This is an optimization exercise on Yosys and OpenROAD, whose aim is small area, a short achievable clock period and few clock cycles per item, not a production implementation. Function was checked by simulation only, so behaviour that the tests miss may differ from the original.

## flow/design.v

```verilog
module ctp_fmul (
    input  wire [31:0] a,
    input  wire [31:0] b,
    output reg  [31:0] y
);
    wire        sa = a[31];
    wire        sb = b[31];
    wire [7:0]  ea = a[30:23];
    wire [7:0]  eb = b[30:23];
    wire [22:0] fa = a[22:0];
    wire [22:0] fb = b[22:0];
    wire a_nan  = (ea == 8'hFF) && (fa != 0);
    wire b_nan  = (eb == 8'hFF) && (fb != 0);
    wire a_inf  = (ea == 8'hFF) && (fa == 0);
    wire b_inf  = (eb == 8'hFF) && (fb == 0);
    wire a_zero = (ea == 8'h00) && (fa == 0);
    wire b_zero = (eb == 8'h00) && (fb == 0);
    wire sign   = sa ^ sb;
    wire [23:0] ma  = {ea != 0, fa};
    wire [23:0] mb  = {eb != 0, fb};
    wire [8:0]  eae = (ea == 0) ? 9'd1 : {1'b0, ea};
    wire [8:0]  ebe = (eb == 0) ? 9'd1 : {1'b0, eb};
    wire [47:0] prod = ma * mb;
    reg [5:0] k;
    integer i;
    always @* begin
        k = 6'd0;
        for (i = 0; i < 48; i = i + 1)
            if (prod[i]) k = i[5:0];
    end
    wire signed [11:0] e_raw = $signed({6'd0, k}) + $signed({3'd0, eae}) + $signed({3'd0, ebe}) - 12'sd173;
    wire               tiny  = (e_raw < 12'sd1);
    wire signed [11:0] e_use = tiny ? 12'sd1 : e_raw;
    wire signed [11:0] pos_s = $signed({6'd0, k}) - 12'sd23 + (e_use - e_raw);
    wire [6:0]         pos   = (pos_s > 12'sd49) ? 7'd49 : pos_s[6:0];
    wire [48:0] shifted = {prod, 1'b0} >> pos;
    wire [23:0] kept    = shifted[24:1];
    wire        guard   = shifted[0];
    wire [47:0] below   = (pos >= 7'd2) ? ((48'd1 << (pos - 7'd1)) - 48'd1) : 48'd0;
    wire        sticky  = |(prod & below);
    wire        inc     = guard & (sticky | kept[0]);
    wire [33:0] packed_sum = (({22'd0, e_use} - 34'd1) << 23)
                             + {10'd0, kept} + {33'd0, inc};
    wire        ovf = (packed_sum[33:23] >= 11'd255);
    always @* begin
        if (a_nan || b_nan || (a_inf && b_zero) || (b_inf && a_zero))
            y = 32'h7FC00000;
        else if (a_inf || b_inf)
            y = {sign, 8'hFF, 23'd0};
        else if (a_zero || b_zero)
            y = {sign, 31'd0};
        else if (ovf)
            y = {sign, 8'hFF, 23'd0};
        else
            y = {sign, packed_sum[30:0]};
    end
endmodule
module ctp_fadd (
    input  wire [31:0] a,
    input  wire [31:0] b,
    output reg  [31:0] y
);
    wire a_nan = (a[30:23] == 8'hFF) && (a[22:0] != 0);
    wire b_nan = (b[30:23] == 8'hFF) && (b[22:0] != 0);
    wire a_inf = (a[30:23] == 8'hFF) && (a[22:0] == 0);
    wire b_inf = (b[30:23] == 8'hFF) && (b[22:0] == 0);
    wire        swap = (a[30:0] < b[30:0]);
    wire [31:0] big  = swap ? b : a;
    wire [31:0] sml  = swap ? a : b;
    wire [23:0] mbig = {big[30:23] != 0, big[22:0]};
    wire [23:0] msml = {sml[30:23] != 0, sml[22:0]};
    wire [7:0]  ebig = (big[30:23] == 0) ? 8'd1 : big[30:23];
    wire [7:0]  esml = (sml[30:23] == 0) ? 8'd1 : sml[30:23];
    wire [7:0]  d    = ebig - esml;
    wire        sub  = big[31] ^ sml[31];
    wire [26:0] sml_x   = {msml, 3'b000};
    wire [26:0] sml_sh  = (d > 8'd27) ? 27'd0 : (sml_x >> d);
    wire [26:0] lost    = (d > 8'd27) ? 27'h7FFFFFF : ((27'd1 << d) - 27'd1);
    wire        sml_st  = |(sml_x & lost);
    wire [26:0] sml_al  = {sml_sh[26:1], sml_sh[0] | sml_st};
    wire [26:0] big_x   = {mbig, 3'b000};
    wire [27:0] sum = sub ? ({1'b0, big_x} - {1'b0, sml_al}) : ({1'b0, big_x} + {1'b0, sml_al});
    reg [4:0] lz;
    integer i;
    always @* begin
        lz = 5'd27;
        for (i = 0; i < 27; i = i + 1)
            if (sum[i]) lz = 5'd26 - i[4:0];
    end
    wire [7:0]  lmax  = ebig - 8'd1;
    wire [7:0]  lsh   = ({3'd0, lz} > lmax) ? lmax : {3'd0, lz};
    wire [26:0] norm  = sum[27] ? {sum[27:2], sum[1] | sum[0]} : (sum[26:0] << lsh);
    wire [8:0]  e_res = sum[27] ? ({1'b0, ebig} + 9'd1) : ({1'b0, ebig} - {1'b0, lsh});
    wire [23:0] kept  = norm[26:3];
    wire        guard = norm[2];
    wire        stk   = norm[1] | norm[0];
    wire        inc   = guard & (stk | kept[0]);
    wire [32:0] packed_sum = (({24'd0, e_res} - 33'd1) << 23) + {9'd0, kept} + {32'd0, inc};
    wire        ovf = (packed_sum[32:23] >= 10'd255);
    always @* begin
        if (a_nan || b_nan || (a_inf && b_inf && (a[31] != b[31])))
            y = 32'h7FC00000;
        else if (a_inf)
            y = a;
        else if (b_inf)
            y = b;
        else if (sum == 0)
            y = {a[31] & b[31], 31'd0};
        else if (ovf)
            y = {big[31], 8'hFF, 23'd0};
        else
            y = {big[31], packed_sum[30:0]};
    end
endmodule
module ctp_gamut (
    input  wire        clk,
    input  wire        rst,
    input  wire        in_valid,
    output wire        in_ready,
    input  wire [31:0] in_r,
    input  wire [31:0] in_g,
    input  wire [31:0] in_b,
    output wire        out_valid,
    input  wire        out_ready,
    output wire [31:0] out_x0,
    output wire [31:0] out_x1,
    output wire [31:0] out_x2,
    output wire [15:0] out_y
);
    localparam [31:0] C_S    = 32'h3CA64C30;    
    localparam [31:0] C_M00  = 32'h3F209DE0;
    localparam [31:0] C_M01  = 32'h3D8D914E;
    localparam [31:0] C_M02  = 32'h3C868A5E;
    localparam [31:0] C_M10  = 32'h3EA894C4;
    localparam [31:0] C_M11  = 32'h3F6B6790;
    localparam [31:0] C_M12  = 32'h3DB45268;
    localparam [31:0] C_M20  = 32'h3D313DE0;
    localparam [31:0] C_M21  = 32'h3C397AE0;
    localparam [31:0] C_M22  = 32'h3F654728;
    localparam [31:0] C_LW0  = 32'h3E86809D;
    localparam [31:0] C_LW1  = 32'h3F2D9168;
    localparam [31:0] C_LW2  = 32'h3D72E48F;
    localparam [31:0] C_NITS = 32'h461C4000;
    localparam [3:0] R_V0 = 4'd0, R_V1 = 4'd1, R_V2 = 4'd2;
    localparam [3:0] R_X0 = 4'd3, R_X1 = 4'd4, R_X2 = 4'd5;
    localparam [3:0] R_P  = 4'd6, R_Q  = 4'd7, R_S  = 4'd8;
    localparam [1:0] OP_MUL = 2'd0, OP_ADD = 2'd1, OP_ADDC = 2'd2, OP_LUMA = 2'd3;
    localparam [1:0] ST_IDLE = 2'd0, ST_RUN = 2'd1, ST_OUT = 2'd2;
    localparam [4:0] LAST_STEP = 5'd23;
    reg [1:0]  state;
    reg [4:0]  step;
    reg [31:0] rf [0:8];
    reg [15:0] y_q;
    reg [1:0]  op;
    reg [3:0]  src_a, src_b, dst;
    reg [31:0] kconst;
    always @* begin
        op = OP_MUL; src_a = R_V0; src_b = R_P; dst = R_P; kconst = C_S;
        case (step)
            5'd0:  begin op = OP_MUL;  src_a = R_V0; kconst = C_S;    dst = R_V0; end
            5'd1:  begin op = OP_MUL;  src_a = R_V1; kconst = C_S;    dst = R_V1; end
            5'd2:  begin op = OP_MUL;  src_a = R_V2; kconst = C_S;    dst = R_V2; end
            5'd3:  begin op = OP_MUL;  src_a = R_V0; kconst = C_M00;  dst = R_P;  end
            5'd4:  begin op = OP_MUL;  src_a = R_V1; kconst = C_M01;  dst = R_Q;  end
            5'd5:  begin op = OP_ADD;  src_a = R_P;  src_b = R_Q;     dst = R_S;  end
            5'd6:  begin op = OP_MUL;  src_a = R_V2; kconst = C_M02;  dst = R_P;  end
            5'd7:  begin op = OP_ADDC; src_a = R_S;  src_b = R_P;     dst = R_X0; end
            5'd8:  begin op = OP_MUL;  src_a = R_V0; kconst = C_M10;  dst = R_P;  end
            5'd9:  begin op = OP_MUL;  src_a = R_V1; kconst = C_M11;  dst = R_Q;  end
            5'd10: begin op = OP_ADD;  src_a = R_P;  src_b = R_Q;     dst = R_S;  end
            5'd11: begin op = OP_MUL;  src_a = R_V2; kconst = C_M12;  dst = R_P;  end
            5'd12: begin op = OP_ADDC; src_a = R_S;  src_b = R_P;     dst = R_X1; end
            5'd13: begin op = OP_MUL;  src_a = R_V0; kconst = C_M20;  dst = R_P;  end
            5'd14: begin op = OP_MUL;  src_a = R_V1; kconst = C_M21;  dst = R_Q;  end
            5'd15: begin op = OP_ADD;  src_a = R_P;  src_b = R_Q;     dst = R_S;  end
            5'd16: begin op = OP_MUL;  src_a = R_V2; kconst = C_M22;  dst = R_P;  end
            5'd17: begin op = OP_ADDC; src_a = R_S;  src_b = R_P;     dst = R_X2; end
            5'd18: begin op = OP_MUL;  src_a = R_X0; kconst = C_LW0;  dst = R_P;  end
            5'd19: begin op = OP_MUL;  src_a = R_X1; kconst = C_LW1;  dst = R_Q;  end
            5'd20: begin op = OP_ADD;  src_a = R_P;  src_b = R_Q;     dst = R_S;  end
            5'd21: begin op = OP_MUL;  src_a = R_X2; kconst = C_LW2;  dst = R_P;  end
            5'd22: begin op = OP_ADD;  src_a = R_S;  src_b = R_P;     dst = R_S;  end
            5'd23: begin op = OP_LUMA; src_a = R_S;  kconst = C_NITS; dst = R_P;  end
            default: ;
        endcase
    end
    wire [31:0] opa = rf[src_a];
    wire [31:0] opb = rf[src_b];
    wire [31:0] mul_y, add_y;
    ctp_fmul u_mul (.a(opa), .b(kconst), .y(mul_y));
    ctp_fadd u_add (.a(opa), .b(opb),    .y(add_y));
    wire [31:0] add_c = (add_y[31] || add_y[30:0] == 31'd0 || add_y[30:0] > 31'h7F800000) ? 32'h00000000 :
                        (add_y[30:0] >= 31'h3F800000) ? 32'h3F800000 : add_y;
    wire [7:0]  pe    = mul_y[30:23];
    wire [23:0] pm    = {1'b1, mul_y[22:0]};
    wire [7:0]  psh   = 8'd149 - pe;
    wire [23:0] twice = pm >> psh;                  
    wire [16:0] rnd   = ({1'b0, twice[16:0]} + 17'd1) >> 1;
    wire [15:0] luma  = (mul_y[31] || pe < 8'd126) ? 16'd0 :
                        (pe >= 8'd143) ? 16'hFFFF :
                        (rnd[16] ? 16'hFFFF : rnd[15:0]);
    always @(posedge clk) begin
        if (rst) begin
            state <= ST_IDLE;
            step  <= 5'd0;
        end else begin
            case (state)
                ST_IDLE: if (in_valid) begin
                    state <= ST_RUN;
                    step  <= 5'd0;
                end
                ST_RUN: begin
                    if (step == LAST_STEP) state <= ST_OUT;
                    else step <= step + 5'd1;
                end
                ST_OUT: if (out_ready) state <= ST_IDLE;
                default: state <= ST_IDLE;
            endcase
        end
    end
    always @(posedge clk) begin
        if (state == ST_IDLE && in_valid) begin
            rf[R_V0] <= in_r;
            rf[R_V1] <= in_g;
            rf[R_V2] <= in_b;
        end else if (state == ST_RUN) begin
            case (op)
                OP_MUL:  rf[dst] <= mul_y;
                OP_ADD:  rf[dst] <= add_y;
                OP_ADDC: rf[dst] <= add_c;
                OP_LUMA: y_q     <= luma;
                default: ;
            endcase
        end
    end
    assign in_ready  = (state == ST_IDLE);
    assign out_valid = (state == ST_OUT);
    assign out_x0    = rf[R_X0];
    assign out_x1    = rf[R_X1];
    assign out_x2    = rf[R_X2];
    assign out_y     = y_q;
endmodule
```

## flow/run.sh

```bash
#!/bin/bash
# synth_recipe.tcl (not shown) runs the flow's synth.tcl, then flattens the netlist and writes it again
# the make line also repeats each setting of config.mk as NAME=value (left out here)
make -C /OpenROAD-flow-scripts/flow DESIGN_CONFIG=/design/flow/config.mk WORK_HOME=/design/flow/orfs CLKGATE_MAP_FILE= SYNTH_SCRIPT=/design/flow/synth_recipe.tcl finish
```

## flow/config.mk

```make
export PLATFORM = sky130hd
export DESIGN_NAME = ctp_gamut
export DESIGN_NICKNAME = ctp_gamut
export VERILOG_FILES = /design/flow/design.v
export SDC_FILE = /design/flow/constraint.sdc
export NUM_CORES = 4
export LEC_CHECK = 0
export CAP_MARGIN = 20
export CORE_MARGIN = 2
export CORE_UTILIZATION = 40
export SETUP_SLACK_MARGIN = 2
export SLEW_MARGIN = 20
```

## flow/constraint.sdc

```tcl
create_clock -name core_clock -period 25.0 [get_ports {clk}]
set_input_delay 5.0000 -clock core_clock [delete_from_list [all_inputs] [get_ports {clk}]]
set_output_delay 5.0000 -clock core_clock [all_outputs]
set_load 0.01 [all_outputs]
```

==> summary.txt <==
crit start category=register; Post-Place Setup Slack=0.604 ns; Ys Warns=3; maxcap violations=0; GRT Overall Usage=0.334; fin crit share=0.894; Slew Limit Fails=0; vias in the first global route=59948; kind of end point of the critical path=register; Final Net Count=8615; gr ovfl total=0; setup ws final=2.66 ns; Seq/Total Area, Yosys=0.206; flop and latch count out of synthesis=446; row count=145; post-DP HPWL=213000 µm; pin count of the biggest net entering global routing=65; Least-Margin Pin Slew=1.29 ns; clk slew on worst S/H paths=0.07 ns; Die H=400 µm; arrival time worst endpoint=22.67 ns; Rel. slew slack=0.115; delay-heaviest family, CP=compound AO/OA/AOI/OAI gates; Worst EP required=25.33 ns; total number of vias=60575; Core ar.=0.156 mm²; first drt pass iteration count=6; H-tree Lvls=2; largest stage delay on the critical path=0.55 ns; crit path max fanout=23; Post-Synthesis Cells=7201; first-pass GRT wire length=400000 µm; Clock Skews=0.0372 ns; Finish-stage setup viols=0; Yosys top cell area share=0.192; Max Clk Rate=0.0448 GHz; Cell variety after synth=136; minimum clock period=22.34 ns; top_reg_cell synth=edfxtp_1; GPL Wtd Cong=1.01; IO Pins=214; EDFF count, synth=400; ys async rst share=0; CTS tree=done; hold crit path type=reg -> reg; Buf/Inv on CP=22; Setup Total Neg Slack=0 ns; syn_area_per_cell=8.71 µm²; Num CTS Buffers=45; Post-Syn Nets=8127; die width=400 µm; Die Footprint=0.160 mm²; Final Hold Viols=0; cts hold-fix bufs=0; share of cells above drive strength 1=0.171; worst setup path category=reg -> reg; port bufs=213; Yosys top cell by area=edfxtp_1; status=complete, no violations; maximum clock path buffer count=3; fill count=15131; wire per inst=28.1 µm; post-placement cell area=0.0700 mm²; top post-synthesis cells by area=edfxtp_1 (19%), fa_1 (16%), ha_1 (6.5%), nand2_1 (5.0%), inv_1 (4.4%); Starting Density=0.402; Worst-Skew Late Latency=0.63 ns; via density per instance=6.19; final instance area=0.0742 mm²; Root Driver=clkbuf_16; final WL=275000 µm; Area Growth Syn to Fin=18.3%; post-route ant nets=0; CP max-delay cell=fa_1; top post-synthesis cells by count=nand2_1 (835), inv_1 (732), nor2_1 (508); RSZ-0062 raised after global routing=false; Residual DRC=0; most common cell in the netlist=nand2_1; initial antenna violation count=13; CTS Sinks=446; DR iter-0 viols=6636; Mapped Area=0.0627 mm²
[per-stage QoR]
step | hold slack [ns] | utilization | instances
after floorplan | 0.546 | - | 7201
after global placement | 0.572 | 0.449 | 9588
after detailed placement | 0.587 | 0.449 | 9589
after CTS | 0.606 | 0.464 | 9702
after global routing | 0.677 | 0.475 | 9781
final | 0.606 | 0.475 | 9783
[routing by layer]
layer / vias up / global-route usage / part of all wire
met1: 30116 / 0.438 / 0.40
li1: 26630 / - / -
met3: 655 / 0.0588 / 0.091
met5: - / 0 / 0.00033
met4: 12 / 0.158 / 0.057
met2: 3162 / 0.537 / 0.45
[sequential cells by signal, indices dropped and copies added, names as in the netlist, 2 cells and up]
name and cells:
rf 384, u_mul.fb 23, y_q 16, step 5, u_mul.eb 5, dst 4
src_a 4, op 2, state 2
[layout make-up]
class                           instances  area [µm²]  area share
Clock inverter                         27         293     0.00395
Antenna cell                            2        5.00   0.0000675
Timing Repair Buffer                  851        7640       0.103
Tap cell                             2058        2570      0.0347
Sequential cell                       446       12900       0.175
Clock buffer                           54        1160      0.0156
Inverter                              740        2790      0.0375
Multi-Input combinational cell       5605       46800       0.631
[cell usage in the layout, fill, tap and decap left out, drive strengths merged, types with 56 or more instances in the layout]
cell type and instances:
buf 627, nand4 82, nand2 837, o211ai 80, nor2 509, and2 287, nor4 74, a211oi 79
fa 498, clkdlybuf4s50 213, a21oi 395, xnor2 146, mux2 115, clkbuf 63, nand3 155, mux2i 143
inv 742, xor2 61, ha 328, and3 56, edfxtp 400, nor3 170, o21ai 360, a22oi 56
mux4 101, a21o 100
[final timing paths]
check / slack [ns] / startpoint / end / cells after the start
worst max-delay path: 2.66 / src_a[0]$_DFF_P_ / y_q[11]$_SDFFCE_PP0P_ / 104
worst min-delay path: 0.61 / state[1]$_SDFFE_PP0P_ / state[1]$_SDFFE_PP0P_ / 3
worst min register to register: 0.61 / state[1]$_SDFFE_PP0P_ / state[1]$_SDFFE_PP0P_ / 3
worst max register to register: 2.66 / src_a[0]$_DFF_P_ / y_q[11]$_SDFFCE_PP0P_ / 104
[logic make-up (layout without fill, tap and decap cells)]
| kind of cell | Yosys count | count (layout) | synth area share |
|---|---|---|---|
| mux | 359 | 359 | 0.0798 |
| fa+ha+maj | 827 | 827 | 0.225 |
| compound gates | 1709 | 1710 | 0.190 |
| xor+xnor | 209 | 209 | 0.0300 |
| simple gates | 2498 | 2498 | 0.196 |
| buf+inv | 1151 | 1672 | 0.0734 |
| flops | 446 | 446 | 0.206 |
| other cells | 2 | 4 | 0.000120 |
[tightest hold or removal path, delay by kind of cell, from the launching register on]
family | cells | cell delay [ns]
DFF | 1 | 0.34
AOI/OAI and AO/OA | 1 | 0.05
and+or+nand+nor | 2 | 0.18
[repair_timing]
action,in CTS,in global routing
gates resized for setup,113,229
endpoints found under the setup margin,162,306
gates cloned,4,7
pin swaps,13,71
setup buffers,28,69
Testbench counts, summed over its fixed seeds: cycles 208,000, items 8,000.

==> separate check: timing with driven ports <==
Ports are ideal in the flow. The routed layout listed here was re-timed in OpenROAD. Step 1 (the two cells are an assumption about what drives the block):
set clk [get_ports {clk}]
set_driving_cell -lib_cell sky130_fd_sc_hd__clkbuf_16 $clk
set_driving_cell -lib_cell sky130_fd_sc_hd__buf_2 [delete_from_list [all_inputs] $clk]
Step 2, shift: input delay + t, output delay - t, t = (earliest + latest rising clock arrival at the registers) / 2. This alone moves slack from input paths to output paths. Slacks: ideal / step 1 / step 2; pairs: ideal / step 1.
t, ns: 0.678
setup WS [ns]: 2.658 / 2.658 / 2.658
worst data-port slew with drivers (ns): 0.08
After both steps this run still meets setup and hold. For this run, drivers alone change the setup slack by 0.000 ns; drivers and shift together by 0.000 ns.
